Source: an optimization exercise on an open RTL-to-GDS flow (aim: small area, a short achievable clock period and few clock cycles). Production flows keep margins and buffers that such runs may drop. At most, simulation tests tie the RTL to the original design; equivalence was not proved. No functional check of the RTL was part of runs 1 to 3 and 6. Power is estimated from default activity; no workload was simulated.

===== flow/config.mk =====
export PLATFORM = sky130hd
export DESIGN_NAME = anc_w334_to_gump
export DESIGN_NICKNAME = anc_w334_to_gump
export VERILOG_FILES = /design/flow/design.v
export SDC_FILE = /design/flow/constraint.sdc
export NUM_CORES = 4
export LEC_CHECK = 0
export ABC_CLOCK_PERIOD_IN_PS = 3000
export CAP_MARGIN = 20
export CORE_MARGIN = 2
export CORE_UTILIZATION = 40
export SLEW_MARGIN = 20

===== flow/constraint.sdc =====
create_clock -name core_clock -period 10.0 [get_ports {clk}]
set_input_delay 2.0000 -clock core_clock [delete_from_list [all_inputs] [get_ports {clk}]]
set_output_delay 2.0000 -clock core_clock [all_outputs]
set_load 0.01 [all_outputs]

===== flow/design.v =====
module anc_w334_to_gump (
    input  wire        clk,
    input  wire        rst,
    input  wire        in_valid,
    output wire        in_ready,
    input  wire [31:0] in_data,
    input  wire        in_two,
    input  wire        in_last,
    input  wire [12:0] in_loc,
    output wire        out_valid,
    input  wire        out_ready,
    output wire [31:0] out_data,
    output wire [1:0]  out_cnt
);
    localparam S  = 132;         
    localparam [7:0] SM1 = S - 1;
    localparam [7:0] SM2 = S - 2;
    function [7:0] modsub(input [7:0] a, input [7:0] b);
        reg [8:0] d;
        begin
            d = {1'b0, a} - {1'b0, b};
            modsub = d[8] ? d[7:0] + S : d[7:0];
        end
    endfunction
    reg  [15:0] ring [0:S-1];
    wire [15:0] rw = ring[S-1];      
    wire [15:0] rt = ring[S-2];      
    reg  [7:0] now;                  
    wire [7:0] now_inc = (now == SM1) ? 8'd0 : now + 8'd1;
    reg [12:0] q_loc0, q_loc1, q_loc2;
    reg [7:0]  q_th1, q_th2;
    reg [1:0]  q_cnt;
    reg [7:0]  hage;
    reg        hread;            
    reg        patch;            
    reg        h_tap;            
    wire       patch0 = patch && (hage[7:3] == 5'd0);
    wire [15:0] ploc  = {3'b000, q_loc0};
    reg  [7:0] p_r;                  
    reg        r_at;                 
    reg  [7:0] occ;                  
    reg        occ_z, occ_S;         
    reg  [5:0] ccnt;                 
    reg        c_z;                  
    reg  [7:0] rj;                   
    reg        r_start;              
    reg  [7:0] rlast;                
    reg        rpar;                 
    reg  [7:0] rsum;
    reg  [6:0] rline;
    reg        ovalid;
    reg  [15:0] odata;
    reg        ocnt;
    wire r_byp   = r_start && c_z && h_tap;
    wire r_ok    = !r_start || !c_z || h_tap;
    wire rd      = r_at && !occ_z && r_ok && (!ovalid || out_ready);
    wire r_fin   = (rj == rlast) && (rj[7:2] != 6'd0 || rj[1:0] == 2'd3);
    wire [12:0] rloc = c_z ? q_loc0 : rt[12:0];
    wire [7:0]  rsum_a = rsum + rt[7:0];
    wire [7:0]  rsum_b = rsum_a + rt[15:8];
    reg        in_ready_r;
    reg  [7:0] p_w;                  
    reg        w_at;                 
    reg  [8:0] wcount;               
    reg  [7:0] lo;                   
    reg        flushp;               
    reg  [7:0] dc;
    reg  [7:0] th;                   
    reg  [7:0] nsw;                  
    reg        rej_r;                
    reg        can_proc;             
    reg        ibv;
    reg  [7:0] wa, wb;
    reg        in2, inl;
    reg [12:0] ib_loc;
    assign in_ready = in_ready_r;
    wire take = in_valid && in_ready_r;
    wire       has_lo  = wcount[0];
    wire       discard = (wcount >= 9'd262);
    wire       nsw_z   = (nsw == 8'd0);
    wire eq1  = (wcount == {1'b0, dc} + 9'd6);
    wire eq2  = (wcount == {1'b0, dc} + 9'd5);
    wire dc_k = (wcount >= 9'd6);
    wire w5   = (wcount == 9'd5);
    wire len_ok = dc_k ? (in2 ? eq2 : eq1) : (w5 && in2 && (wa == 8'd0));
    wire consume = ibv && can_proc;
    wire end_pkt = consume && inl;
    wire reject  = end_pkt && (discard || !len_ok);
    wire accept  = end_pkt && !reject;
    wire bw       = has_lo || in2 || inl;               
    wire wr_beat  = consume && !discard && bw;
    wire wr_flush = flushp && !rej_r && w_at && !occ_S;
    wire wr       = wr_beat || wr_flush;
    wire [15:0] wslot = has_lo ? {wa, lo} : {wb, wa};
    wire        is_h  = (wcount[8:1] == 8'd0);          
    wire [15:0] wslot_m = {wslot[15:13], is_h ? 13'd0 : wslot[12:0]};
    always @(posedge clk)
        ring[0] <= wr_beat ? wslot_m : (rw | (patch0 ? ploc : 16'd0));
    genvar gi;
    generate
        for (gi = 1; gi < S; gi = gi + 1) begin : g_ring
            if (gi % 8 == 0) begin : g_patch
                wire sel = patch && (hage[7:3] == gi / 8);
                always @(posedge clk)
                    ring[gi] <= ring[gi-1] | (sel ? ploc : 16'd0);
            end else begin : g_plain
                always @(posedge clk)
                    ring[gi] <= ring[gi-1];
            end
        end
    endgenerate
    wire       pop   = patch;
    wire       c_inc = patch && !hread;
    wire       c_dec = rd && r_start && !r_byp;
    wire [5:0] ccnt_n = (c_inc && !c_dec) ? ccnt + 6'd1 :
                        (c_dec && !c_inc) ? ccnt - 6'd1 : ccnt;
    wire [7:0] hpos   = modsub(now, th);               
    wire [7:0] occ_p1 = occ + 8'd1;
    wire [7:0] occ_m1 = occ - 8'd1;
    wire [7:0] occ_r  = occ - nsw;                     
    wire [7:0] occ_rm = occ_r - 8'd1;
    wire [7:0] occ_n  = rej_r ? (rd ? occ_rm : occ_r) :
                        (wr && !rd) ? occ_p1 :
                        (rd && !wr) ? occ_m1 : occ;
    wire flushp_n = (flushp && !wr_flush && !rej_r) || (accept && has_lo && in2);
    wire [7:0] nsw_n = (accept || rej_r) ? 8'd0 : wr_beat ? nsw + 8'd1 : nsw;
    wire realign  = occ_z && !wr && !rej_r && (nsw_n == 8'd0) && !flushp_n;
    wire [7:0] p_w_inc = (p_w == SM1) ? 8'd0 : p_w + 8'd1;
    wire [7:0] p_r_inc = (p_r == SM1) ? 8'd0 : p_r + 8'd1;
    wire [7:0] p_w_n   = realign ? SM1 : rej_r ? hpos : wr ? p_w : p_w_inc;
    wire [7:0] p_r_n   = realign ? SM1 : rd ? p_r : p_r_inc;
    wire [8:0] wc_p1 = wcount + 9'd1;
    wire [8:0] wc_p2 = wcount + 9'd2;
    wire [8:0] wcount_n = end_pkt ? 9'd0 :
                          (consume && !discard) ? (in2 ? wc_p2 : wc_p1) : wcount;
    wire [1:0] q_left  = q_cnt - {1'b0, pop};          
    wire [1:0] q_cnt_n = q_left + {1'b0, accept};
    wire [7:0] rj_n = rd ? (r_fin ? 8'd0 : rj + 8'd1) : rj;
    wire [7:0] hage_inc = (hage == SM1) ? 8'd0 : hage + 8'd1;
    wire [7:0] age_1    = modsub(now_inc, q_th1);      
    wire [7:0] age_new  = modsub(now_inc, th);         
    wire [7:0] hage_n   = (pop && q_cnt != 2'd1) ? age_1 :
                          (q_left == 2'd0)        ? age_new : hage_inc;
    wire       q_head_n = (q_cnt_n != 2'd0);
    wire occ_S_n    = (occ_n == S);
    wire w_at_n     = (p_w_n == SM1);
    wire ibv_n      = take || (ibv && !consume);
    wire can_proc_n = !reject && !flushp_n && (q_cnt_n != 2'd3) &&
                      ((wcount_n >= 9'd262) || (w_at_n && !occ_S_n));
    always @(posedge clk) begin
        if (rst) begin
            now        <= 8'd0;
            q_cnt      <= 2'd0;
            hread      <= 1'b0;
            patch      <= 1'b0;
            h_tap      <= 1'b0;
            p_r        <= SM1;
            r_at       <= 1'b0;
            occ        <= 8'd0;
            occ_z      <= 1'b1;
            occ_S      <= 1'b0;
            ccnt       <= 6'd0;
            c_z        <= 1'b1;
            rj         <= 8'd0;
            r_start    <= 1'b1;
            ovalid     <= 1'b0;
            p_w        <= SM1;
            w_at       <= 1'b1;
            wcount     <= 9'd0;
            flushp     <= 1'b0;
            nsw        <= 8'd0;
            rej_r      <= 1'b0;
            can_proc   <= 1'b1;
            ibv        <= 1'b0;
            in_ready_r <= 1'b1;
        end else begin
            now <= now_inc;
            if (pop) begin
                q_loc0 <= q_loc1;  q_loc1 <= q_loc2;
                q_th1  <= q_th2;
            end
            if (accept) begin
                case (q_left)
                    2'd0: q_loc0 <= ib_loc;
                    2'd1: begin q_loc1 <= ib_loc; q_th1 <= th; end
                    default: begin q_loc2 <= ib_loc; q_th2 <= th; end
                endcase
            end
            q_cnt <= q_cnt_n;
            hage  <= hage_n;
            patch <= q_head_n && (hage_n[2:0] == 3'd0);
            h_tap <= q_head_n && (hage_n == SM1);
            if (pop)
                hread <= 1'b0;
            else if (rd && r_byp)
                hread <= 1'b1;
            ccnt <= ccnt_n;
            c_z  <= (ccnt_n == 6'd0);
            if (out_ready)
                ovalid <= 1'b0;
            if (rd) begin
                ovalid <= 1'b1;
                ocnt   <= 1'b1;
                case (rj)
                    8'd0: begin
                        odata <= {2'b10, rloc[11], rloc[12], rloc[10:7], 8'hFF};
                        rline <= rloc[6:0];
                    end
                    8'd1: begin
                        odata <= {rt[15:8], 1'b0, rline};
                        rsum  <= rt[15:8];
                    end
                    8'd2: begin
                        odata <= rt;
                        rsum  <= rsum_b;
                        rlast <= {1'b0, rt[15:9]} + 8'd3;
                        rpar  <= rt[8];
                    end
                    default: begin
                        rsum <= rsum_b;
                        if (!r_fin)
                            odata <= rt;
                        else if (rpar)
                            odata <= {rsum_a, rt[7:0]};
                        else begin
                            odata <= {8'h00, rsum};
                            ocnt  <= 1'b0;
                        end
                    end
                endcase
            end
            rj      <= rj_n;
            r_start <= (rj_n == 8'd0);
            occ     <= occ_n;
            occ_z   <= (occ_n == 8'd0);
            occ_S   <= occ_S_n;
            p_r     <= p_r_n;
            r_at    <= (p_r_n == SM2);
            if (consume)
                lo <= has_lo ? wb : wa;
            if (consume && w5)
                dc <= wa;
            if (consume && in2 && (wcount == 9'd4))
                dc <= wb;
            if (wr_beat && nsw_z)
                th <= now;
            wcount   <= wcount_n;
            nsw      <= nsw_n;
            flushp   <= flushp_n;
            rej_r    <= reject;
            p_w      <= p_w_n;
            w_at     <= w_at_n;
            can_proc <= can_proc_n;
            ibv      <= ibv_n;
            in_ready_r <= !ibv_n || can_proc_n;
        end
    end
    always @(posedge clk) begin
        if (in_ready_r) begin
            wa     <= in_data[7:0];
            wb     <= in_data[23:16];
            in2    <= in_two;
            inl    <= in_last;
            ib_loc <= in_loc;
        end
    end
    assign out_valid = ovalid;
    assign out_data  = {16'b0, odata};
    assign out_cnt   = {1'b0, ocnt};
endmodule

===== flow/flow/run.sh =====
#!/bin/bash
set -euo pipefail
export SETUP_SLACK_MARGIN=6
export BUFFER_PORTS_ARGS="-buffer_cell sky130_fd_sc_hd__buf_4"
bash standard.sh > standard.log 2>&1

===== flow/standard.sh =====
#!/bin/bash
# synth_recipe.tcl (not shown) runs the flow's synth.tcl, then flattens the netlist and writes it again
# the make line also repeats each setting of config.mk as NAME=value (left out here)
make -C /OpenROAD-flow-scripts/flow DESIGN_CONFIG=/design/flow/config.mk WORK_HOME=/design/flow/orfs CLKGATE_MAP_FILE= SYNTH_SCRIPT=/design/flow/synth_recipe.tcl "${@:-finish}"

==> impl_metrics.json, run 1 <==
{
  "outcome": "timing/DRC/antenna clean",
  "dp.cells": 5803,
  "period_minus_slack_ps": 3800,
  "final_cell_mix": "2190 x dfxtp_1, 222 x a21o_1, 211 x clkbuf_16, 168 x nor2_1, 159 x edfxtp_1",
  "setup_ws_ps": 6200,
  "fin_crit_sh_pct": 38.00,
  "root_buffer": "clkbuf_16",
  "hold_class": "reg2reg",
  "syn_area_um2": 58960,
  "max-vdd-ir-drop_v": 0.0001920,
  "syn_to_final_growth_pct": 16.68,
  "fp.coreArea_um2": 145900,
  "drive_gt1_share_pct": 12.14,
  "grt_use_total_pct": 12.53,
  "synth_mux_area_share_pct": 1.891,
  "dieWidth_um": 387.9,
  "relSlewSlack_pct": 36.57,
  "initial_utilization_pct": 40.41,
  "antenna_found_initial": 3,
  "synthXorXnorAreaFrac_pct": 1.749,
  "die_h_um": 387.9,
  "fmax_ghz": 0.2632,
  "vias": 27110,
  "postSynthAreaPerCell_um2": 15.12,
  "drt_first_pass_iters": 5,
  "min-delay-start": "ring[78][14]",
  "ios": 87,
  "cts_buffers": 204,
  "cp_max_fo": 7,
  "pre_cts_ws_ps": 5194,
  "startpoint": "now[0]",
  "synth_cell_types": 82,
  "final_cells": 6191,
  "tns_ps": 0,
  "grt_max_degree": 57,
  "clkSinkCount": 2351,
  "clk_latency_ps": 800,
  "reg2reg_depth": 14,
  "rows": 140,
  "grt_pass1_vias": 26700,
  "grt_setup_unrepaired": "yes",
  "max-clock-path-buffers": 3,
  "setup_viol": 0,
  "vias_per_cell": 4.379,
  "ctsHoldBuffers": 0,
  "ys_seq_elements": 2351,
  "synth_compound_area_share_pct": 6.082,
  "r2r-start": "now[0]",
  "drtAntennaViolNets": 0,
  "endpoint_kind": "flip-flop",
  "holdPathStages": 0,
  "p_per_area_nw_per_um2": 265.8,
  "arrival_ps": 4470,
  "hpwl_um": 54120,
  "reg2reg_slack_ps": 6200,
  "grt_pass1_wl_um": 149000,
  "place_congestion": 0.8313,
  "slew_viol_final": 0,
  "wirelength_um": 93710,
  "fin_skew_ps": 52.01,
  "finalHoldViolCount": 0,
  "synthCells": 3899,
  "final_core_util_pct": 47.15,
  "wl_per_cell_um": 15.14,
  "grt-ovfl-total": 0,
  "seq_area_frac_synth_pct": 82.52,
  "p_leak_nw": 28.71,
  "fin_nets": 4227,
  "n_fill_cell": 12500,
  "rr_endpoint": "h_tap",
  "layout_commonest_cell": "dfxtp_1",
  "numPortBuffers": 53,
  "required_ps": 10670,
  "die-area_um2": 150500,
  "synthSimpleGateAreaFrac_pct": 4.599,
  "crit_type": "reg2reg",
  "cap_viol_max_count": 0,
  "ys.flop_type": "dfxtp_1",
  "synth-async-reset-ratio_pct": 0,
  "drt_iter0_drc": 1376,
  "clkTransAtPathRegs_ps": 60,
  "whs_endpoint": "ring[79][14]",
  "synthAdderAreaFrac_pct": 1.817,
  "antennaDiodeCount": 0,
  "tritoncts": "done",
  "worst_pin_slew_ps": 944.1,
  "synth_edf_count": 159,
  "crit_path_start_kind": "flip-flop",
  "yosysWarnings": 2,
  "drc": 0,
  "total_power_w": 0.01829,
  "htreeDepth": 4,
  "synth_top_family_by_area": "compound AO/OA/AOI/OAI gates"
}
==> metrics by stage <==
step / area (µm²) / hold slack, ps
3_3_place_gp: 61610 / 309.7
5_1_grt: 68800 / 278.8
4_1_cts: 68740 / 271.8
2_1_floorplan: 59040 / 309.6
3_5_place_dp: 61620 / 312.1
6_report: 68800 / 273.5
==> timing repair <==
action / 4_1_cts / 5_1_grt
hold endpoints to repair: 0 / 0
gates cloned: 0 / 0
buffers inserted: 1 / 1
endpoints found under the setup margin: 13 / 17
pin swaps: 0 / 1
resized for setup: 1 / 6
==> worst max-delay path, cell delays in order, from the launching register on <==
cell	delay, ps
dfxtp_1	380
ha_1	270
and4b_1	250
or2_2	330
ha_1	230
fa_1	410
nor2b_1	160
o31a_1	200
o31ai_1	100
o2bb2ai_1	270
xnor2_1	240
o221ai_1	130
o21ai_1	200
o2111ai_1	200
nor4b_1	300
==> logic make-up (layout without fill, tap and decap cells) <==
logic type	after synthesis	after routing
AO/OA/AOI/OAI	513	513
XOR/XNOR	116	116
adder cells (fa/ha/maj)	82	82
buffers and inverters	185	544
flip-flops	2351	2351
multiplexers	105	105
other	1	17
AND/OR/NAND/NOR	546	546
==> cell usage after synthesis, types with 50 or more instances <==
master | n | area (µm²)
dfxtp_1 | 2192 | 43880
a21o_1 | 222 | 1667
nor2_1 | 175 | 656.9
edfxtp_1 | 159 | 4775
nand2_1 | 110 | 412.9
a21oi_1 | 84 | 420.4
clkbuf_1 | 76 | 285.3
ha_1 | 76 | 950.9
xnor2_1 | 76 | 665.6
o21ai_0 | 75 | 375.4
inv_1 | 63 | 236.5
mux2i_1 | 54 | 540.5
mux2_2 | 50 | 563.0
==> where the power goes <==
group | internal, W | total [W] | leakage (nW) | switching, W
registers | 0.00966 | 0.00976 | 19.2 | 0.000104
logic | 0.000228 | 0.000589 | 6.06 | 0.000360
clock network | 0.00457 | 0.00794 | 3.49 | 0.00337
total | 0.0145 | 0.0183 | 28.7 | 0.00383
==> final cells by class <==
cell class	count	area (µm²)	share of cell area, %
flip-flops and latches	2351	48660	70.73
multi-input cells	1379	9677	14.07
clock buffers	307	6091	8.853
well taps	1917	2399	3.486
clock inverters	79	1010	1.468
repair buffers	95	725.7	1.055
inverters	63	236.5	0.3437
==> how the worst max path moves through the flow <==
stage                     slack (ps)          to  cells after the start
after floorplan                 5960    can_proc                     10
after global placement          5180    can_proc                     10
after detailed placement        5190    can_proc                     10
after CTS                       6030  q_loc0[10]                     11
after global routing            5880       h_tap                     14
final                           6200       h_tap                     14
==> registers in the layout, summed over array words and instances (netlist names), 9 cells and up <==
signal / flops
ring: 2112
odata: 16
wcount: 9
q_loc0: 13
q_loc2: 13
q_loc1: 13
ib_loc: 13
==> layer usage <==
| layer | part of all wire [%] | track usage (%) | vias up |
|---|---|---|---|
| met1 | 51 | 18.11 | 13040 |
| met3 | 4.7 | 3.094 | 160 |
| met2 | 42 | 18.19 | 465 |
| met5 | 0.011 | 0 | - |
| met4 | 2.3 | 4.450 | 2 |
| li1 | - | - | 13440 |
==> run 2, diff against run 1 <==
--- a/flow/design.v
+++ b/flow/design.v
@@ -15,20 +15,14 @@
     localparam S  = 132;         
     localparam [7:0] SM1 = S - 1;
     localparam [7:0] SM2 = S - 2;
-    function [7:0] modsub(input [7:0] a, input [7:0] b);
-        reg [8:0] d;
-        begin
-            d = {1'b0, a} - {1'b0, b};
-            modsub = d[8] ? d[7:0] + S : d[7:0];
-        end
-    endfunction
     reg  [15:0] ring [0:S-1];
     wire [15:0] rw = ring[S-1];      
     wire [15:0] rt = ring[S-2];      
-    reg  [7:0] now;                  
-    wire [7:0] now_inc = (now == SM1) ? 8'd0 : now + 8'd1;
+    function [7:0] modinc(input [7:0] x);
+        modinc = (x == SM1) ? 8'd0 : x + 8'd1;
+    endfunction
     reg [12:0] q_loc0, q_loc1, q_loc2;
-    reg [7:0]  q_th1, q_th2;
+    reg [7:0]  qa1, qa2;
     reg [1:0]  q_cnt;
     reg [7:0]  hage;
     reg        hread;            
@@ -65,7 +59,7 @@
     reg  [7:0] lo;                   
     reg        flushp;               
     reg  [7:0] dc;
-    reg  [7:0] th;                   
+    reg  [7:0] hcur;                 
     reg  [7:0] nsw;                  
     reg        rej_r;                
     reg        can_proc;             
@@ -114,7 +108,7 @@
     wire       c_dec = rd && r_start && !r_byp;
     wire [5:0] ccnt_n = (c_inc && !c_dec) ? ccnt + 6'd1 :
                         (c_dec && !c_inc) ? ccnt - 6'd1 : ccnt;
-    wire [7:0] hpos   = modsub(now, th);               
+    wire [7:0] hpos   = hcur;                          
     wire [7:0] occ_p1 = occ + 8'd1;
     wire [7:0] occ_m1 = occ - 8'd1;
     wire [7:0] occ_r  = occ - nsw;                     
@@ -136,11 +130,16 @@
     wire [1:0] q_left  = q_cnt - {1'b0, pop};          
     wire [1:0] q_cnt_n = q_left + {1'b0, accept};
     wire [7:0] rj_n = rd ? (r_fin ? 8'd0 : rj + 8'd1) : rj;
-    wire [7:0] hage_inc = (hage == SM1) ? 8'd0 : hage + 8'd1;
-    wire [7:0] age_1    = modsub(now_inc, q_th1);      
-    wire [7:0] age_new  = modsub(now_inc, th);         
-    wire [7:0] hage_n   = (pop && q_cnt != 2'd1) ? age_1 :
-                          (q_left == 2'd0)        ? age_new : hage_inc;
+    wire [7:0] hage_inc = modinc(hage);
+    wire [7:0] qa1_inc  = modinc(qa1);
+    wire [7:0] qa2_inc  = modinc(qa2);
+    wire [7:0] hcur_inc = modinc(hcur);
+    wire       from1    = pop && (q_cnt != 2'd1);
+    wire       fromw    = !from1 && (q_left == 2'd0);
+    wire [7:0] hage_n   = from1 ? qa1_inc : fromw ? hcur_inc : hage_inc;
+    wire [7:0] qa1_n    = (accept && q_left == 2'd1) ? hcur_inc : pop ? qa2_inc : qa1_inc;
+    wire [7:0] qa2_n    = (accept && q_left == 2'd2) ? hcur_inc : qa2_inc;
+    wire [7:0] hcur_n   = (wr_beat && nsw_z) ? 8'd1 : hcur_inc;
     wire       q_head_n = (q_cnt_n != 2'd0);
     wire occ_S_n    = (occ_n == S);
     wire w_at_n     = (p_w_n == SM1);
@@ -149,7 +148,6 @@
                       ((wcount_n >= 9'd262) || (w_at_n && !occ_S_n));
     always @(posedge clk) begin
         if (rst) begin
-            now        <= 8'd0;
             q_cnt      <= 2'd0;
             hread      <= 1'b0;
             patch      <= 1'b0;
@@ -174,22 +172,22 @@
             ibv        <= 1'b0;
             in_ready_r <= 1'b1;
         end else begin
-            now <= now_inc;
             if (pop) begin
                 q_loc0 <= q_loc1;  q_loc1 <= q_loc2;
-                q_th1  <= q_th2;
             end
             if (accept) begin
                 case (q_left)
                     2'd0: q_loc0 <= ib_loc;
-                    2'd1: begin q_loc1 <= ib_loc; q_th1 <= th; end
-                    default: begin q_loc2 <= ib_loc; q_th2 <= th; end
+                    2'd1: q_loc1 <= ib_loc;
+                    default: q_loc2 <= ib_loc;
                 endcase
             end
+            qa1   <= qa1_n;
+            qa2   <= qa2_n;
             q_cnt <= q_cnt_n;
             hage  <= hage_n;
             patch <= q_head_n && (hage_n[2:0] == 3'd0);
-            h_tap <= q_head_n && (hage_n == SM1);
+            h_tap <= q_head_n && (from1 ? (qa1 == SM2) : fromw ? (hcur == SM2) : (hage == SM2));
             if (pop)
                 hread <= 1'b0;
             else if (rd && r_byp)
@@ -242,8 +240,7 @@
                 dc <= wa;
             if (consume && in2 && (wcount == 9'd4))
                 dc <= wb;
-            if (wr_beat && nsw_z)
-                th <= now;
+            hcur <= hcur_n;
             wcount   <= wcount_n;
             nsw      <= nsw_n;
             flushp   <= flushp_n;
==> impl_metrics.json, run 2 <==
{
  "regMostFlops": "ring",
  "fin_skew_ps": 64.10,
  "die-area_um2": 147100,
  "initial_utilization_pct": 40.22,
  "synth_compound_area_share_pct": 5.499,
  "syn_area_um2": 57640,
  "clkSinkCount": 2343,
  "wl_met1_um": 47120,
  "tns_ps": 0,
  "synthAdderAreaFrac_pct": 1.229,
  "highest_layer": "met4",
  "place_congestion": 0.8201,
  "dieWidth_um": 383.6,
  "p_per_area_nw_per_um2": 268.3,
  "p_leak_nw": 28.03,
  "wl_per_cell_um": 15.20,
  "holdWs_ps": 271.2,
  "cpPeakStageDelay_ps": 560,
  "endpoint_kind": "flip-flop",
  "dp.cells": 5606,
  "relSlewSlack_pct": 36.76,
  "arrival_ps": 4450,
  "synth_edf_count": 159,
  "drt_first_pass_iters": 5,
  "ys_seq_elements": 2343,
  "max-vdd-ir-drop_v": 0.0001926,
  "period_minus_slack_ps": 3904,
  "largest_reg_flops": 2112,
  "grt-ovfl-total": 0,
  "seq_area_frac_synth_pct": 84.14,
  "grt_setup_unrepaired": "yes",
  "ys.flop_type": "dfxtp_1",
  "synth-async-reset-ratio_pct": 0,
  "root_buffer": "clkbuf_16",
  "antenna_found_initial": 5,
  "largestRegisters": "ring x2112, odata x16",
  "holdPathStages": 0,
  "fin_crit_sh_pct": 39.04,
  "clkTransAtPathRegs_ps": 70,
  "drive_gt1_share_pct": 13.31,
  "dr_wl_met3_um": 3863,
  "synth_top_family_by_area": "compound AO/OA/AOI/OAI gates",
  "crit_slowest_cell": "nand3_4",
  "slew_viol_final": 0,
  "synthTopCellsByArea": "dfxtp_1 76%, edfxtp_1 8.3%, a21o_1 2.8%",
  "cap_viol_max_count": 0,
  "yosysTopAreaCellShare_pct": 75.86,
  "setup_viol": 0,
  "max-clock-path-buffers": 3,
  "ctsHoldBuffers": 0,
  "drc": 0,
  "antennaDiodeCount": 0,
  "drt_iter0_drc": 1516,
  "synthCells": 3712,
  "final_cells": 5989,
  "numPortBuffers": 53,
  "fin_nets": 4016,
  "grt_max_degree": 47,
  "n_fill_cell": 12300,
  "vias_per_cell": 4.332,
  "layout_commonest_cell": "dfxtp_1",
  "grt_pass1_vias": 25700,
  "required_ps": 10550,
  "cp_max_fo": 21,
  "crit_type": "reg2reg",
  "rows": 139,
  "synthTopCellsByCount": "2184 x dfxtp_1, 213 x a21o_1, 159 x edfxtp_1",
  "yosysWarnings": 2,
  "fp.coreArea_um2": 143300,
  "hold_class": "reg2reg",
  "finalHoldViolCount": 0,
  "wirelength_um": 91050,
  "outcome": "timing/DRC/antenna clean",
  "synth_top_area_cell": "dfxtp_1",
  "synthSimpleGateAreaFrac_pct": 4.166,
  "path_cells": "inv_1 > ha_1 > nor2b_1 > a21o_2 > or4_1 > a2111o_1 > o21a_4 > nor3_4 > nand3_4 > mux2_4",
  "synth_cell_types": 87,
  "ios": 87,
  "fmax_ghz": 0.2562,
  "vias": 25950,
  "postSynthAreaPerCell_um2": 15.53,
  "die_h_um": 383.6,
  "yosysMostFrequentCell": "dfxtp_1",
  "dr_wl_met2_um": 38160,
  "clk_latency_ps": 800,
  "tritoncts": "done",
  "crit_path_start_kind": "flip-flop",
  "htreeDepth": 4,
  "hpwl_um": 52450,
  "synthXorXnorAreaFrac_pct": 1.695,
  "worst_pin_slew_ps": 947.7,
  "grt_pass1_wl_um": 144800,
  "grt_use_total_pct": 12.55,
  "final_core_util_pct": 46.99,
  "drtAntennaViolNets": 0,
  "synth_mux_area_share_pct": 2.064,
  "syn_to_final_growth_pct": 16.84,
  "reg2reg_depth": 10,
  "final_cell_mix": "2182 x dfxtp_1, 213 x a21o_1, 203 x clkbuf_16, 159 x edfxtp_1, 124 x nand2_1",
  "cts_buffers": 199
}
==> run 2: cell types whose count changed after synthesis, moves of 14 or more <==
| cell | delta |
|---|---|
| a21oi_1 | -20 |
| nor2_1 | -47 |
| ha_1 | -25 |
| inv_1 | -20 |
| nand2_1 | +14 |
| mux2_4 | +15 |
==> run 2: logic make-up (layout without fill, tap and decap cells) <==
kind of cell / count (synthesis) / count (layout)
DFF: 2343 / 2343
and+or+nand+nor: 478 / 478
AOI/OAI and AO/OA: 460 / 460
buffers and inverters: 159 / 517
xor gates and xnor gates: 110 / 110
muxes: 106 / 106
adders and majority gates: 55 / 55
other: 1 / 17
==> run 2: cell type report <==
type	count	area [µm²]	share of cell area, %
repair buffers	98	733.2	1.089
inverters	43	162.7	0.2415
multi-input cells	1226	8559	12.71
clock inverters	99	1226	1.821
flip-flops and latches	2343	48500	72.02
well taps	1903	2381	3.536
clock buffers	277	5782	8.586
==> run 2: stage by stage <==
stage | area (µm²) | total power [W] | setup WS (ps)
CTS | 67270 | 0.01828 | 6031
finish | 67340 | 0.01807 | 6096
global route | 67340 | 0.01874 | 5968
floorplan | 57700 | 0.01023 | 6005
global placement | 60250 | 0.01039 | 5198
detailed placement | 60260 | 0.01039 | 5186
==> run 2: what timing repair did <==
item / CTS / global route
setup buffers: 0 / 7
pin swaps: 0 / 3
cloned: 0 / 0
setup endpoints to repair: 4 / 35
gates resized for setup: 1 / 6
hold endpoints to repair: 0 / 0
==> run 2: worst max-delay path, delay by kind of cell (launching register included) <==
kind / cells / cell delay, ps
mux: 1 / 500
buf+inv: 1 / 60
compound gates: 3 / 920
simple gates: 4 / 1490
fa+ha+maj: 1 / 190
flops: 1 / 430
==> run 2: where the power goes <==
group	switching [W]	leakage [nW]	total [W]	internal (W)
registers	0.000104	19.1	0.00973	0.00963
clock network	0.00336	3.45	0.00788	0.00452
logic	0.000277	5.50	0.000456	0.000179
==> run 2: path summary, 6_finish.rpt <==
path	startpoint	endpoint	slack, ps
setup / recovery	dc[1]	q_loc1[8]	6100
hold / removal	ring[89][14]	ring[90][14]	270
setup reg to reg	dc[1]	q_loc1[8]	6100
hold reg to reg	ring[89][14]	ring[90][14]	270
==> run 2: per-layer routing <==
layer	vias up	GRT usage [%]
li1	12770	-
met1	12590	18.39
met2	444	18.28
met3	146	2.529
met4	0	4.597
met5	-	0
==> run 3, diff against run 2 <==
--- a/flow/config.mk
+++ b/flow/config.mk
@@ -9,4 +9,6 @@
 export CAP_MARGIN = 20
 export CORE_MARGIN = 2
 export CORE_UTILIZATION = 40
+export CTS_CLUSTER_DIAMETER = 100
+export CTS_CLUSTER_SIZE = 26
 export SLEW_MARGIN = 20
==> impl_metrics.json, run 3 <==
{
  "ys_seq_elements": 2343,
  "yosysMostFrequentCell": "dfxtp_1",
  "grtUsageMet2_pct": 17.70,
  "synthTopCellsByCount": "2184 x dfxtp_1, 213 x a21o_1, 159 x edfxtp_1",
  "rows": 139,
  "setup_viol": 0,
  "grt_util_met1_pct": 17.85,
  "largest_reg_flops": 2112,
  "hpwl_um": 52450,
  "synthXorXnorAreaFrac_pct": 1.695,
  "drive_gt1_share_pct": 8.017,
  "regMostFlops": "ring",
  "worst_pin_slew_ps": 1082,
  "drt_iter0_drc": 1476,
  "min-delay-start": "ring[61][4]",
  "drtAntennaViolNets": 0,
  "final_core_util_pct": 44.06,
  "drc": 0,
  "place_congestion": 0.8201,
  "total_power_w": 0.01474,
  "required_ps": 10630,
  "initial_utilization_pct": 40.22,
  "hold_class": "reg2reg",
  "endpoint_kind": "flip-flop",
  "layout_commonest_cell": "dfxtp_1",
  "cp_max_fo": 17,
  "yosysTopAreaCellShare_pct": 75.86,
  "synthTopCellsByArea": "dfxtp_1 76%, edfxtp_1 8.3%, a21o_1 2.8%",
  "die_h_um": 383.6,
  "fin_nets": 3918,
  "slew_viol_final": 0,
  "yosysWarnings": 2,
  "p_per_area_nw_per_um2": 233.5,
  "wirelength_um": 87860,
  "syn_to_final_growth_pct": 9.552,
  "max-clock-path-buffers": 3,
  "synthCells": 3712,
  "antenna_found_initial": 6,
  "synth_mux_area_share_pct": 2.064,
  "clkSinkCount": 2343,
  "pre_cts_ws_ps": 5186,
  "relSlewSlack_pct": 27.63,
  "htreeDepth": 3,
  "ys.flop_type": "dfxtp_1",
  "fmax_ghz": 0.2596,
  "die-area_um2": 147100,
  "cts_buffers": 100,
  "n_fill_cell": 12720,
  "max-vdd-ir-drop_v": 0.0001846,
  "grt_setup_unrepaired": "no",
  "tns_ps": 0,
  "fin_crit_sh_pct": 38.52,
  "grt_max_degree": 47,
  "synth_cell_types": 87,
  "ios": 87,
  "synthSimpleGateAreaFrac_pct": 4.166,
  "fp.coreArea_um2": 143300,
  "r2r-start": "dc[1]",
  "grt_pass1_wl_um": 138400,
  "combPwrFrac_pct": 3.1,
  "startpoint": "out_ready",
  "drt_first_pass_iters": 5,
  "synth_edf_count": 159,
  "synth_top_area_cell": "dfxtp_1",
  "grt.met3_usage_pct": 2.397,
  "grt_use_total_pct": 11.99,
  "clkTransAtPathRegs_ps": 110,
  "finalHoldViolCount": 0,
  "synth_top_family_by_area": "compound AO/OA/AOI/OAI gates",
  "tritoncts": "done",
  "outcome": "timing/DRC/antenna clean",
  "arrival_ps": 4480,
  "postSynthAreaPerCell_um2": 15.53,
  "clk_latency_ps": 770,
  "power.switching_w": 0.003050,
  "synthAdderAreaFrac_pct": 1.229,
  "grt_pass1_vias": 24430,
  "wl_per_cell_um": 15.29,
  "synth_compound_area_share_pct": 5.499,
  "largestRegisters": "ring x2112, odata x16",
  "crit_path_start_kind": "primary input",
  "numPortBuffers": 53,
  "period_minus_slack_ps": 3852,
  "grt-ovfl-total": 0,
  "seq_area_frac_synth_pct": 84.14,
  "root_buffer": "clkbuf_16",
  "clkPwrFrac_pct": 30.9,
  "cap_viol_max_count": 0,
  "syn_area_um2": 57640,
  "reg2reg_slack_ps": 6220,
  "seqPwrFrac_pct": 66.0,
  "setup_ws_ps": 6148,
  "crit_type": "in2reg",
  "dieWidth_um": 383.6,
  "final_cell_mix": "2182 x dfxtp_1, 213 x a21o_1, 159 x edfxtp_1, 124 x nand2_1, 122 x nor2_1",
  "ctsHoldBuffers": 0,
  "p_int_w": 0.01169,
  "p_leak_nw": 25.95,
  "grt-busiest-layer": "met1",
  "fin_skew_ps": 91.11,
  "swShare_pct": 20.69,
  "vias": 25100,
  "synth-async-reset-ratio_pct": 0,
  "vias_per_cell": 4.367
}
-- run 3: cell counts after synthesis --
Identical to the previous run, type by type.
-- run 3: final cells by class --
type	count	area, µm²	area share, %
repair buffers	99	740.7	1.173
diodes	3	7.507	0.01189
flip-flops and latches	2343	48500	76.81
inverters	43	162.7	0.2576
multi-input cells	1226	8542	13.53
clock inverters	11	222.7	0.3527
well taps	1903	2381	3.771
clock buffers	120	2587	4.098
-- run 3: worst max-delay path, cell delays in order --
cell and delay [ps]:
buf_4 70, nand2b_1 180, and3_2 470, and4_1 300, nor3b_2 230, and3b_1 190
xnor3_1 210, a21oi_1 400, xor2_1 290, a32oi_1 130
-- run 3: path summary, 6_finish.rpt --
path / to / depth (start not counted)
worst max-delay path: in_ready_r / 10
worst min-delay path: ring[62][4] / 0
worst max register to register: q_loc1[8] / 10
worst min register to register: ring[62][4] / 0
-- run 3: repair_timing --
item / 4_1_cts / 5_1_grt
hold endpoints to repair: 0 / 0
gates resized for setup: 1 / 2
gates cloned: 0 / 0
setup buffers: 0 / 8
endpoints found under the setup margin: 4 / 35
pin swaps: 0 / 1
-- run 3: cells by family (layout without fill, tap and decap cells) --
family	Yosys count	in the layout
xor+xnor	110	110
compound gates	460	460
simple gates	478	478
mux	106	106
buf+inv	159	273
other cells	1	20
fa+ha+maj	55	55
flops	2343	2343
-- run 3: stage by stage --
| stage | cells | area (µm²) | hold slack [ps] |
|---|---|---|---|
| 2_1_floorplan | 3728 | 57700 | 309.6 |
| 3_3_place_gp | 5605 | 60250 | 309.7 |
| 3_5_place_dp | 5606 | 60260 | 312.1 |
| 4_1_cts | 5737 | 63070 | 273.4 |
| 5_1_grt | 5745 | 63140 | 276.6 |
| 6_report | 5748 | 63140 | 278.5 |
-- run 3: layer usage --
layer	wire length, µm	vias to the layer above
met5	0	-
met4	1800	0
met3	3716	125
met2	36430	347
met1	45920	12210
li1	-	12420
-- run 3: power by group through the flow --
| stage | Clock, W | Combinational (W) | Sequential (W) |
|---|---|---|---|
| finish | 0.00456 | 0.000456 | 0.00972 |
| global route | 0.00506 | 0.000511 | 0.00975 |
| CTS | 0.00474 | 0.000455 | 0.00973 |
| detailed placement | 0 | 0.000452 | 0.00994 |
| global placement | 0 | 0.000445 | 0.00994 |
| floorplan | 0 | 0.000323 | 0.00990 |
==> run 4, diff against run 3 <==
--- a/flow/design.v
+++ b/flow/design.v
@@ -21,8 +21,8 @@
     function [7:0] modinc(input [7:0] x);
         modinc = (x == SM1) ? 8'd0 : x + 8'd1;
     endfunction
-    reg [12:0] q_loc0, q_loc1, q_loc2;
-    reg [7:0]  qa1, qa2;
+    reg [12:0] q_loc0, q_loc1;
+    reg [7:0]  qa1;
     reg [1:0]  q_cnt;
     reg [7:0]  hage;
     reg        hread;            
@@ -58,7 +58,7 @@
     reg  [8:0] wcount;               
     reg  [7:0] lo;                   
     reg        flushp;               
-    reg  [7:0] dc;
+    reg  [8:0] rem;                  
     reg  [7:0] hcur;                 
     reg  [7:0] nsw;                  
     reg        rej_r;                
@@ -72,12 +72,14 @@
     wire       has_lo  = wcount[0];
     wire       discard = (wcount >= 9'd262);
     wire       nsw_z   = (nsw == 8'd0);
-    wire eq1  = (wcount == {1'b0, dc} + 9'd6);
-    wire eq2  = (wcount == {1'b0, dc} + 9'd5);
+    wire eq1  = (rem == 9'd1);
+    wire eq2  = (rem == 9'd2);
     wire dc_k = (wcount >= 9'd6);
     wire w5   = (wcount == 9'd5);
     wire len_ok = dc_k ? (in2 ? eq2 : eq1) : (w5 && in2 && (wa == 8'd0));
     wire consume = ibv && can_proc;
+    wire [8:0] rem_m1 = rem - 9'd1;
+    wire [8:0] rem_m2 = rem - 9'd2;
     wire end_pkt = consume && inl;
     wire reject  = end_pkt && (discard || !len_ok);
     wire accept  = end_pkt && !reject;
@@ -132,19 +134,18 @@
     wire [7:0] rj_n = rd ? (r_fin ? 8'd0 : rj + 8'd1) : rj;
     wire [7:0] hage_inc = modinc(hage);
     wire [7:0] qa1_inc  = modinc(qa1);
-    wire [7:0] qa2_inc  = modinc(qa2);
     wire [7:0] hcur_inc = modinc(hcur);
     wire       from1    = pop && (q_cnt != 2'd1);
     wire       fromw    = !from1 && (q_left == 2'd0);
     wire [7:0] hage_n   = from1 ? qa1_inc : fromw ? hcur_inc : hage_inc;
-    wire [7:0] qa1_n    = (accept && q_left == 2'd1) ? hcur_inc : pop ? qa2_inc : qa1_inc;
-    wire [7:0] qa2_n    = (accept && q_left == 2'd2) ? hcur_inc : qa2_inc;
+    wire [7:0] qa1_n    = (accept && q_left == 2'd1) ? hcur_inc : qa1_inc;
     wire [7:0] hcur_n   = (wr_beat && nsw_z) ? 8'd1 : hcur_inc;
     wire       q_head_n = (q_cnt_n != 2'd0);
     wire occ_S_n    = (occ_n == S);
     wire w_at_n     = (p_w_n == SM1);
     wire ibv_n      = take || (ibv && !consume);
-    wire can_proc_n = !reject && !flushp_n && (q_cnt_n != 2'd3) &&
+    wire inl_n      = take ? in_last : inl;
+    wire can_proc_n = !reject && !flushp_n && !(inl_n && q_cnt_n == 2'd2) &&
                       ((wcount_n >= 9'd262) || (w_at_n && !occ_S_n));
     always @(posedge clk) begin
         if (rst) begin
@@ -172,18 +173,15 @@
             ibv        <= 1'b0;
             in_ready_r <= 1'b1;
         end else begin
-            if (pop) begin
-                q_loc0 <= q_loc1;  q_loc1 <= q_loc2;
-            end
+            if (pop)
+                q_loc0 <= q_loc1;
             if (accept) begin
-                case (q_left)
-                    2'd0: q_loc0 <= ib_loc;
-                    2'd1: q_loc1 <= ib_loc;
-                    default: q_loc2 <= ib_loc;
-                endcase
+                if (q_left == 2'd0)
+                    q_loc0 <= ib_loc;
+                else
+                    q_loc1 <= ib_loc;
             end
             qa1   <= qa1_n;
-            qa2   <= qa2_n;
             q_cnt <= q_cnt_n;
             hage  <= hage_n;
             patch <= q_head_n && (hage_n[2:0] == 3'd0);
@@ -236,10 +234,14 @@
             r_at    <= (p_r_n == SM2);
             if (consume)
                 lo <= has_lo ? wb : wa;
-            if (consume && w5)
-                dc <= wa;
-            if (consume && in2 && (wcount == 9'd4))
-                dc <= wb;
+            if (consume) begin
+                if (w5)
+                    rem <= in2 ? {1'b0, wa} : {1'b0, wa} + 9'd1;
+                else if (in2 && (wcount == 9'd4))
+                    rem <= {1'b0, wb} + 9'd1;
+                else
+                    rem <= in2 ? rem_m2 : rem_m1;
+            end
             hcur <= hcur_n;
             wcount   <= wcount_n;
             nsw      <= nsw_n;
--- a/flow/config.mk
+++ b/flow/config.mk
@@ -9,6 +9,6 @@
 export CAP_MARGIN = 20
 export CORE_MARGIN = 2
 export CORE_UTILIZATION = 40
-export CTS_CLUSTER_DIAMETER = 100
-export CTS_CLUSTER_SIZE = 26
+export CTS_CLUSTER_DIAMETER = 70
+export CTS_CLUSTER_SIZE = 30
 export SLEW_MARGIN = 20
==> impl_metrics.json, run 4 <==
{
  "arrival_ps": 4380,
  "synthTopCellsByCount": "2184 x dfxtp_1, 220 x a21o_1, 158 x nor2_1",
  "path_cells": "buf_4 > inv_1 > ha_1 > a21o_1 > o31a_4 > nor3_1 > o21a_1 > ha_1 > xnor2_1 > or3_1 > o31ai_1 > a311o_1 > nand2_1 > o41ai_1 > a31oi_1",
  "yosysMostFrequentCell": "dfxtp_1",
  "largestRegisters": "ring x2112, odata x16",
  "drt_first_pass_iters": 5,
  "endpoint_kind": "flip-flop",
  "synth_edf_count": 139,
  "synth_cell_types": 82,
  "outcome": "timing/DRC/antenna clean",
  "rows": 138,
  "fmax_ghz": 0.2687,
  "drc": 0,
  "crit_slowest_cell": "buf_4",
  "setup_ws_ps": 6279,
  "slew_viol_final": 0,
  "r2r-start": "wcount[0]",
  "htreeDepth": 3,
  "cpPeakStageDelay_ps": 380,
  "yosysWarnings": 2,
  "cap_viol_max_count": 0,
  "syn_area_um2": 56880,
  "clk_latency_ps": 740,
  "wl_per_cell_um": 14.85,
  "ys_seq_elements": 2323,
  "fin_nets": 3918,
  "max-vdd-ir-drop_v": 0.0002160,
  "grt-ovfl-total": 0,
  "postSynthAreaPerCell_um2": 15.29,
  "whs_endpoint": "ring[44][11]",
  "syn_to_final_growth_pct": 10.63,
  "ys.flop_type": "dfxtp_1",
  "fp.coreArea_um2": 141400,
  "relSlewSlack_pct": 26.39,
  "layout_commonest_cell": "dfxtp_1",
  "pre_cts_ws_ps": 5390,
  "fin_skew_ps": 58.85,
  "holdPathStages": 0,
  "regMostFlops": "ring",
  "n_fill_cell": 12480,
  "root_buffer": "clkbuf_16",
  "seq_area_um2": 47900,
  "final_cell_mix": "2183 x dfxtp_1, 220 x a21o_1, 155 x nor2_1, 139 x edfxtp_1, 114 x nand2_1",
  "synth-async-reset-ratio_pct": 0,
  "drt_iter0_drc": 1543,
  "vias_per_cell": 4.329,
  "grt_pass1_wl_um": 136000,
  "period_minus_slack_ps": 3721,
  "setup_viol": 0,
  "worst_pin_slew_ps": 1096,
  "place_congestion": 0.7906,
  "antenna_found_initial": 5,
  "numPortBuffers": 53,
  "hpwl_um": 51420,
  "finalHoldViolCount": 0,
  "vias": 24900,
  "cts_buffers": 100,
  "seq_area_frac_synth_pct": 84.21,
  "crit_type": "reg2reg",
  "reg2reg_slack_ps": 6280,
  "largest_reg_flops": 2112,
  "synth_top_area_cell": "dfxtp_1",
  "hold_class": "reg2reg",
  "initial_utilization_pct": 40.22,
  "max-clock-path-buffers": 3,
  "tns_ps": 0,
  "drtAntennaViolNets": 0,
  "multi_input_area_um2": 8382,
  "critPathBufInv": 2,
  "min-delay-start": "ring[43][11]",
  "tritoncts": "done",
  "synthTopCellsByArea": "dfxtp_1 77%, edfxtp_1 7.3%, a21o_1 2.9%",
  "path_delay_family": "compound AO/OA/AOI/OAI gates",
  "required_ps": 10660,
  "synthCells": 3719,
  "clkTransAtPathRegs_ps": 100,
  "fin_crit_sh_pct": 37.21,
  "p_per_area_nw_per_um2": 244.2,
  "p_leak_nw": 25.95,
  "drive_gt1_share_pct": 7.354,
  "grt_use_total_pct": 11.76,
  "grt_max_degree": 41,
  "reg2reg_depth": 15,
  "grt_setup_unrepaired": "yes",
  "cp_max_fo": 33,
  "crit_top_cell": "ha_1",
  "ios": 87,
  "rr_endpoint": "in_ready_r",
  "crit_path_start_kind": "flip-flop",
  "die-area_um2": 145200,
  "grt_pass1_vias": 24150,
  "die_h_um": 381.1,
  "yosysTopAreaCellShare_pct": 76.87,
  "dieWidth_um": 381.1,
  "wirelength_um": 85430,
  "clkSinkCount": 2323
}
-- run 4: worst reg2reg max path: cells and delay by family, from the launching register on --
family / cells / cell delay [ps]
compound gates: 7 / 1580
buf+inv: 2 / 580
simple gates: 3 / 570
fa+ha+maj: 2 / 440
flops: 1 / 320
xor+xnor: 1 / 140
-- run 4: where the power goes --
group	internal [W]	leakage, nW	total [W]	switching, W
logic	0.000237	5.43	0.000610	0.000373
clock network	0.00215	1.64	0.00502	0.00287
registers	0.00958	18.9	0.00973	0.000150
total	0.0120	26.0	0.0154	0.00339
-- run 4: what timing repair did --
| action | in CTS | in global routing |
|---|---|---|
| resized for setup | 1 | 2 |
| cloned | 0 | 0 |
| pin swaps | 0 | 0 |
| endpoints found under the setup margin | 2 | 15 |
| buffers inserted | 0 | 1 |
| hold buffers | 0 | 0 |
-- run 4: final cells by class --
class / count / share of cell area [%]
inverters: 48 / 0.2864
repair buffers: 91 / 1.086
well taps: 1890 / 3.758
clock buffers: 119 / 4.287
clock inverters: 36 / 1.133
diodes: 1 / 0.003977
multi-input cells: 1245 / 13.32
flip-flops and latches: 2323 / 76.12
-- run 4: metal layers --
| layer | GRT usage, % | up-vias | share of wire, % |
|---|---|---|---|
| met1 | 17.69 | 11980 | 53 |
| met4 | 3.426 | 0 | 2.5 |
| met5 | 0 | - | 0 |
| li1 | - | 12460 | - |
| met3 | 2.018 | 132 | 3.3 |
| met2 | 17.27 | 330 | 41 |
-- run 4: cells by family after synthesis --
logic type | after synthesis | synth area share, %
flops | 2323 | 84.21
simple gates | 513 | 4.409
compound gates | 486 | 5.999
buf+inv | 167 | 1.241
xor+xnor | 103 | 1.586
mux | 68 | 1.232
fa+ha+maj | 58 | 1.316
other cells | 1 | 0.006593
-- run 4: through the flow --
| step | hold WS (ps) | instance area, µm² | total power, W | utilization (%) | std cells |
|---|---|---|---|---|---|
| floorplan | 309.6 | 56940 | 0.01033 | - | 3735 |
| global placement | 309.8 | 59470 | 0.01054 | 42.05 | 5596 |
| detailed placement | 312.1 | 59470 | 0.01055 | 42.05 | 5596 |
| CTS | 299.8 | 62880 | 0.01553 | 44.47 | 5751 |
| global route | 306.4 | 62920 | 0.01596 | 44.49 | 5752 |
| finish | 298.0 | 62920 | 0.01537 | 44.49 | 5753 |
-- run 4: worst max-delay path by stage --
| stage | start | to | slack, ps | depth (start not counted) |
|---|---|---|---|---|
| after floorplan | out_ready | ocnt | 6050 | 6 |
| after global placement | out_ready | in_ready_r | 5400 | 9 |
| after detailed placement | out_ready | in_ready_r | 5390 | 9 |
| after CTS | out_ready | in_ready_r | 6190 | 9 |
| after global routing | wcount[0] | r_at | 5950 | 11 |
| final | wcount[0] | in_ready_r | 6280 | 15 |
Testbench counts of run 4, summed over its fixed seeds: cycles 17,261.
==> run 5, diff against run 4 <==
--- a/flow/config.mk
+++ b/flow/config.mk
@@ -9,6 +9,6 @@
 export CAP_MARGIN = 20
 export CORE_MARGIN = 2
 export CORE_UTILIZATION = 40
-export CTS_CLUSTER_DIAMETER = 70
-export CTS_CLUSTER_SIZE = 30
+export CTS_CLUSTER_DIAMETER = 100
+export CTS_CLUSTER_SIZE = 26
 export SLEW_MARGIN = 20
==> impl_metrics.json, run 5 <==
{
  "ys_seq_elements": 2323,
  "tns_ps": 0,
  "grt_setup_unrepaired": "no",
  "hpwl_um": 51420,
  "regMostFlops": "ring",
  "synthCells": 3719,
  "place_congestion": 0.7906,
  "drive_gt1_share_pct": 6.646,
  "synthTopCellsByArea": "dfxtp_1 77%, edfxtp_1 7.3%, a21o_1 2.9%",
  "drc": 0,
  "required_ps": 10620,
  "fin_skew_ps": 75.98,
  "fp.coreArea_um2": 141400,
  "die_h_um": 381.1,
  "max-vdd-ir-drop_v": 0.0001711,
  "multi_input_area_um2": 8383,
  "period_minus_slack_ps": 3627,
  "initial_utilization_pct": 40.22,
  "fmax_ghz": 0.2757,
  "clk_latency_ps": 740,
  "root_buffer": "clkbuf_16",
  "grt_pass1_wl_um": 136000,
  "crit_path_start_kind": "flip-flop",
  "crit_slowest_cell": "or3_1",
  "ios": 87,
  "ys.flop_type": "dfxtp_1",
  "htreeDepth": 3,
  "grt_use_total_pct": 11.76,
  "grt-ovfl-total": 0,
  "relSlewSlack_pct": 24.72,
  "yosysMostFrequentCell": "dfxtp_1",
  "path_cells": "buf_6 > inv_1 > ha_1 > a21o_1 > o31a_4 > nor3_1 > o21a_1 > ha_1 > or3_1 > o31ai_1 > a311o_1 > nand2_1 > o41ai_1 > a31oi_1",
  "dieWidth_um": 381.1,
  "path_delay_family": "compound AO/OA/AOI/OAI gates",
  "antenna_found_initial": 3,
  "yosysWarnings": 2,
  "vias": 24870,
  "min-delay-start": "ring[60][3]",
  "max-clock-path-buffers": 3,
  "drt_first_pass_iters": 5,
  "synth_edf_count": 139,
  "p_leak_nw": 25.68,
  "worst_pin_slew_ps": 1121,
  "layout_commonest_cell": "dfxtp_1",
  "holdWs_ps": 282.6,
  "outcome": "timing/DRC/antenna clean",
  "syn_area_um2": 56880,
  "antennaDiodeCount": 0,
  "tritoncts": "done",
  "wirelength_um": 85430,
  "final_core_util_pct": 44.07,
  "vias_per_cell": 4.342,
  "drtAntennaViolNets": 0,
  "syn_to_final_growth_pct": 9.585,
  "largestRegisters": "ring x2112, odata x16",
  "grt_pass1_vias": 24170,
  "synth_cell_types": 82,
  "yosysTopAreaCellShare_pct": 76.87,
  "seq_area_frac_synth_pct": 84.21,
  "crit_type": "reg2reg",
  "numPortBuffers": 53,
  "hold_class": "reg2reg",
  "cpPeakStageDelay_ps": 390,
  "postSynthAreaPerCell_um2": 15.29,
  "finalHoldViolCount": 0,
  "p_per_area_nw_per_um2": 238.8,
  "cap_viol_max_count": 0,
  "synthTopCellsByCount": "2184 x dfxtp_1, 220 x a21o_1, 158 x nor2_1",
  "drt_iter0_drc": 1620,
  "n_fill_cell": 12530,
  "fin_nets": 3918,
  "clkSinkCount": 2323,
  "wl_per_cell_um": 14.92,
  "seq_area_um2": 47900,
  "largest_reg_flops": 2112,
  "cp_max_fo": 33,
  "startpoint": "wcount[0]",
  "final_cell_mix": "2183 x dfxtp_1, 220 x a21o_1, 155 x nor2_1, 139 x edfxtp_1, 114 x nand2_1",
  "clkTransAtPathRegs_ps": 110,
  "die-area_um2": 145200,
  "cts_buffers": 100,
  "critPathBufInv": 2,
  "synth-async-reset-ratio_pct": 0,
  "slew_viol_final": 0,
  "grt_max_degree": 41,
  "crit_top_cell": "ha_1",
  "endpoint_kind": "flip-flop",
  "fin_crit_sh_pct": 36.27,
  "rows": 138,
  "arrival_ps": 4250,
  "r2r-start": "wcount[0]",
  "synth_top_area_cell": "dfxtp_1",
  "setup_viol": 0
}
## run 5: cell count changes in the layout (fill, tap and decap cells not counted), sizes merged
cell and delta:
bufinv -3, clkinv -9, diode -1, inv -13
## run 5: kinds of logic after synthesis
group	synth area share, %
DFF	84.21
and+or+nand+nor	4.409
AOI/OAI and AO/OA	5.999
buffers and inverters	1.241
xor gates and xnor gates	1.586
muxes	1.232
adders and majority gates	1.316
other	0.006593
## run 5: area by class of cell
type,count,share of cell area [%]
Clock buffer,119,4.212
Clock inverter,11,0.3051
Inverter,48,0.2891
Multi-Input combinational cell,1245,13.45
Sequential cell,2323,76.85
Tap cell,1890,3.794
Timing Repair Buffer,91,1.102
## run 5: timing repair
action	4_1_cts	5_1_grt
gates resized for setup	1	4
setup buffers	0	1
endpoints found under the setup margin	2	22
hold buffers	0	0
## run 5: layer usage
layer,track usage [%],vias to the layer above,routed length [µm]
met5,0,-,0
met2,17.32,374,35290
met1,17.67,11940,45190
met3,2.111,111,3154
met4,3.250,0,1789
li1,-,12450,-
## run 5: final timing paths
check	cells past startpoint	slack (ps)	end
worst max-delay path	14	6370	can_proc
worst min register to register	0	280	ring[61][3]
worst min-delay path	0	280	ring[61][3]
worst max register to register	14	6370	can_proc
## run 5: where the power goes
group / switching, W / internal (W) / total [W]
clock: 0.00264 / 0.00190 / 0.00454
combinational: 0.000373 / 0.000238 / 0.000610
sequential: 0.000150 / 0.00958 / 0.00973
total: 0.00316 / 0.0117 / 0.0149
## run 5: worst register-to-register path, stage by stage (launching register included)
cell and delay (ps):
dfxtp_1 340, buf_6 290, inv_1 180, ha_1 210, a21o_1 220, o31a_4 370
nor3_1 360, o21a_1 370, ha_1 300, or3_1 390, o31ai_1 90, a311o_1 180
nand2_1 60, o41ai_1 110, a31oi_1 80
## run 5: through the flow
stage               setup slack [ps]  instances  total power [W]  cell area (µm²)
finish                          6373       5727          0.01488            62330
global route                    6111       5727          0.01548            62330
CTS                             6189       5726          0.01506            62290
detailed placement              5390       5596          0.01055            59470
global placement                5402       5596          0.01054            59470
floorplan                       6046       3735          0.01033            56940
==> run 6, diff against run 5 <==
--- a/flow/design.v
+++ b/flow/design.v
@@ -141,12 +141,17 @@
     wire [7:0] qa1_n    = (accept && q_left == 2'd1) ? hcur_inc : qa1_inc;
     wire [7:0] hcur_n   = (wr_beat && nsw_z) ? 8'd1 : hcur_inc;
     wire       q_head_n = (q_cnt_n != 2'd0);
-    wire occ_S_n    = (occ_n == S);
+    wire occ_1      = (occ == 8'd1);
+    wire occ_Sm1    = (occ == SM1);
+    wire occ_z_n    = rej_r ? ((occ_r == 8'd0) || ((occ_r == 8'd1) && rd)) :
+                      (occ_z && (wr == rd)) || (occ_1 && rd && !wr);
+    wire occ_S_n    = !rej_r && ((occ_S && (wr == rd)) || (occ_Sm1 && wr && !rd));
     wire w_at_n     = (p_w_n == SM1);
     wire ibv_n      = take || (ibv && !consume);
     wire inl_n      = take ? in_last : inl;
-    wire can_proc_n = !reject && !flushp_n && !(inl_n && q_cnt_n == 2'd2) &&
-                      ((wcount_n >= 9'd262) || (w_at_n && !occ_S_n));
+    wire proc_pre_n = !reject && !flushp_n && !(inl_n && q_cnt_n == 2'd2);
+    wire disc_n     = (wcount_n >= 9'd262);
+    wire can_proc_n = proc_pre_n && (disc_n || (w_at_n && !occ_S_n));
     always @(posedge clk) begin
         if (rst) begin
             q_cnt      <= 2'd0;
@@ -228,7 +233,7 @@
             rj      <= rj_n;
             r_start <= (rj_n == 8'd0);
             occ     <= occ_n;
-            occ_z   <= (occ_n == 8'd0);
+            occ_z   <= occ_z_n;
             occ_S   <= occ_S_n;
             p_r     <= p_r_n;
             r_at    <= (p_r_n == SM2);
==> impl_metrics.json, run 6 <==
{
  "outcome": "timing/DRC/antenna clean",
  "fin_nets": 3925,
  "tritoncts": "done",
  "crit_end": "r_at",
  "clk_latency_ps": 740,
  "startpoint": "out_ready",
  "grtUsageMet2_pct": 17.57,
  "placed_cell_area_um2": 59370,
  "final_cell_mix": "2183 x dfxtp_1, 214 x a21o_1, 145 x nand2_1, 139 x nor2_1, 139 x edfxtp_1",
  "path_cells": "buf_4 > nor2b_1 > or3_1 > buf_4 > inv_2 > nor4b_1 > nand3_1 > o31ai_1 > a22oi_1 > nor4_1",
  "reg2reg_depth": 11,
  "period_minus_slack_ps": 3643,
  "critPathBufInv": 3,
  "ys_seq_elements": 2323,
  "die-area_um2": 144900,
  "yosysMostFrequentCell": "dfxtp_1",
  "synth_top_area_cell": "dfxtp_1",
  "wirelength_um": 85280,
  "final_cells": 5733,
  "cp_max_fo": 21,
  "syn_to_final_growth_pct": 9.772,
  "grt-ovfl-total": 0,
  "synth_cell_types": 82,
  "path_depth": 10,
  "max-clock-path-buffers": 3,
  "slew_viol_final": 0,
  "layout_commonest_cell": "dfxtp_1",
  "drt_first_pass_iters": 5,
  "n_fill_cell": 12570,
  "rows": 138,
  "drtAntennaViolNets": 0,
  "place_congestion": 0.8274,
  "endpoint_kind": "flip-flop",
  "grt_max_degree": 44,
  "numPortBuffers": 53,
  "ios": 87,
  "grt_util_met1_pct": 17.35,
  "design_area_um2": 62280,
  "crit_type": "in2reg",
  "grt_setup_unrepaired": "no",
  "cpPeakStageDelay_ps": 610,
  "final_core_util_pct": 44.09,
  "die_h_um": 380.6,
  "path_delay_family": "simple AND/OR/NAND/NOR gates",
  "holdWs_ps": 277.5,
  "crit_slowest_cell": "nor4b_1",
  "largestRegisters": "ring x2112, odata x16",
  "crit_top_cell": "buf_4",
  "hpwl_um": 51670,
  "fin_crit_sh_pct": 36.43,
  "root_buffer": "clkbuf_16",
  "synthTopCellsByArea": "dfxtp_1 77%, edfxtp_1 7.4%, a21o_1 2.8%",
  "drive_gt1_share_pct": 6.561,
  "fmax_ghz": 0.2745,
  "grt_use_total_pct": 11.83,
  "grt.met3_usage_pct": 2.426,
  "reg2reg_slack_ps": 6410,
  "drc": 0,
  "ys.flop_type": "dfxtp_1",
  "dieWidth_um": 380.6,
  "vias_per_cell": 4.342,
  "fp.coreArea_um2": 141200,
  "yosysWarnings": 2,
  "antenna_found_initial": 8,
  "p_leak_nw": 25.85,
  "ctsHoldBuffers": 0,
  "grt_pass1_vias": 24410,
  "cts_buffers": 101,
  "arrival_ps": 4290,
  "synth_edf_count": 139,
  "grt-busiest-layer": "met2",
  "synth-async-reset-ratio_pct": 0,
  "seq_area_um2": 47900,
  "p_per_area_nw_per_um2": 237.8,
  "seq_area_frac_synth_pct": 84.42,
  "syn_area_um2": 56740,
  "multi_input_area_um2": 8304,
  "regMostFlops": "ring",
  "synthCells": 3716,
  "cap_viol_max_count": 0,
  "clkSinkCount": 2323,
  "vias": 24890,
  "relSlewSlack_pct": 36.82,
  "rr_endpoint": "r_at",
  "crit_path_start_kind": "primary input",
  "finalHoldViolCount": 0,
  "largest_reg_flops": 2112,
  "grt_pass1_wl_um": 136000,
  "setup_viol": 0,
  "worst_pin_slew_ps": 946.3,
  "required_ps": 10640,
  "initial_utilization_pct": 40.17,
  "synthTopCellsByCount": "2184 x dfxtp_1, 214 x a21o_1, 147 x nor2_1",
  "drt_iter0_drc": 1495,
  "wl_per_cell_um": 14.87,
  "r2r-start": "wcount[0]",
  "hold_class": "reg2reg",
  "htreeDepth": 3,
  "max-vdd-ir-drop_v": 0.0001859,
  "postSynthAreaPerCell_um2": 15.27,
  "clkTransAtPathRegs_ps": 100,
  "yosysTopAreaCellShare_pct": 77.06,
  "fin_skew_ps": 66.27,
  "dp.cells": 5595,
  "tns_ps": 0
}
[run 6: layout make-up]
cell class / instances / share of cell area, %
Tap cell: 1890 / 3.797
Clock inverter: 14 / 0.3596
Inverter: 48 / 0.2913
Multi-Input combinational cell: 1246 / 13.33
Clock buffer: 119 / 4.201
Sequential cell: 2323 / 76.91
Antenna cell: 2 / 0.008036
Timing Repair Buffer: 91 / 1.103
[run 6: kinds of logic after synthesis]
kind of cell,Yosys count,share of synthesized area [%]
other,1,0.006610
DFF,2323,84.42
muxes,47,0.8755
AOI/OAI and AO/OA,480,5.879
adders and majority gates,64,1.447
and+or+nand+nor,529,4.477
xor gates and xnor gates,109,1.683
buffers and inverters,163,1.213
[run 6: how the worst min path moves through the flow]
| stage | from | endpoint | cells after the start |
|---|---|---|---|
| 6_report | ring[46][12] | ring[47][12] | 0 |
| 5_1_grt | ring[57][4] | ring[58][4] | 0 |
| 4_1_cts | ring[46][12] | ring[47][12] | 0 |
| 3_5_place_dp | ring[105][3] | ring[106][3] | 0 |
| 3_3_place_gp | ring[65][3] | ring[66][3] | 0 |
| 2_1_floorplan | ring[99][0] | ring[100][0] | 0 |
[run 6: report_power, final]
part / leakage [nW] / internal, W / switching, W
clock: 1.37 / 0.00189 / 0.00267
sequential: 19.0 / 0.00957 / 0.000131
combinational: 5.51 / 0.000215 / 0.000334
total: 25.9 / 0.0117 / 0.00313
[run 6: stage by stage]
stage | total power, W | setup slack, ps
finish | 0.01481 | 6357
global route | 0.01543 | 6060
global placement | 0.01046 | 5621
detailed placement | 0.01046 | 5638
CTS | 0.01499 | 6124
floorplan | 0.01026 | 6002
[run 6: layer usage]
metal  share of wire [%]  wire length [µm]
met4                 2.5              2174
met5                   0                 0
met2                  41             35230
met3                 4.4              3744
met1                  52             44120
[run 6: what timing repair did]
item,4_1_cts,5_1_grt
resized for setup,2,5
endpoints found under the setup margin,6,14
cloned,0,0
buffers inserted,0,3

[afterwards: timing with drivers on the ports]
No port has a modelled driver above. Below, the same layouts with a new extraction and two added sets of constraints.
Step 1: set_driving_cell puts a clkbuf_16 on clk and a buf_2 on each other input, an assumption about the parent block.
Step 2 times the ports against the registers' clock, not the clock port: input delays grow and output delays shrink by t, the midpoint of the rising clock arrivals with the driver on.
Slacks: no drivers / after step 1 / after step 2; pairs: no drivers / after step 1.
run | t (ns) | setup WS [ns] | clock arrival spread, ns | cell pins on the clock port's net
run 1 | 0.840 | 6.200 / 6.135 / 5.423 | 0.074 / 0.074 | 1
run 2 | 0.843 | 6.096 / 6.096 / 5.405 | 0.073 / 0.073 | 1
run 3 | 0.800 | 6.148 / 6.141 / 5.394 | 0.104 / 0.104 | 1
run 4 | 0.779 | 6.279 / 6.279 / 5.614 | 0.069 / 0.070 | 1
run 5 | 0.775 | 6.373 / 6.373 / 5.635 | 0.095 / 0.095 | 1
run 6 | 0.780 | 6.357 / 6.396 / 5.616 | 0.070 / 0.070 | 1
After both steps setup and hold are still met in every run listed. The setup slack of run 1, which loses most, moves by -0.065 ns with the drivers and by -0.777 ns with both steps.
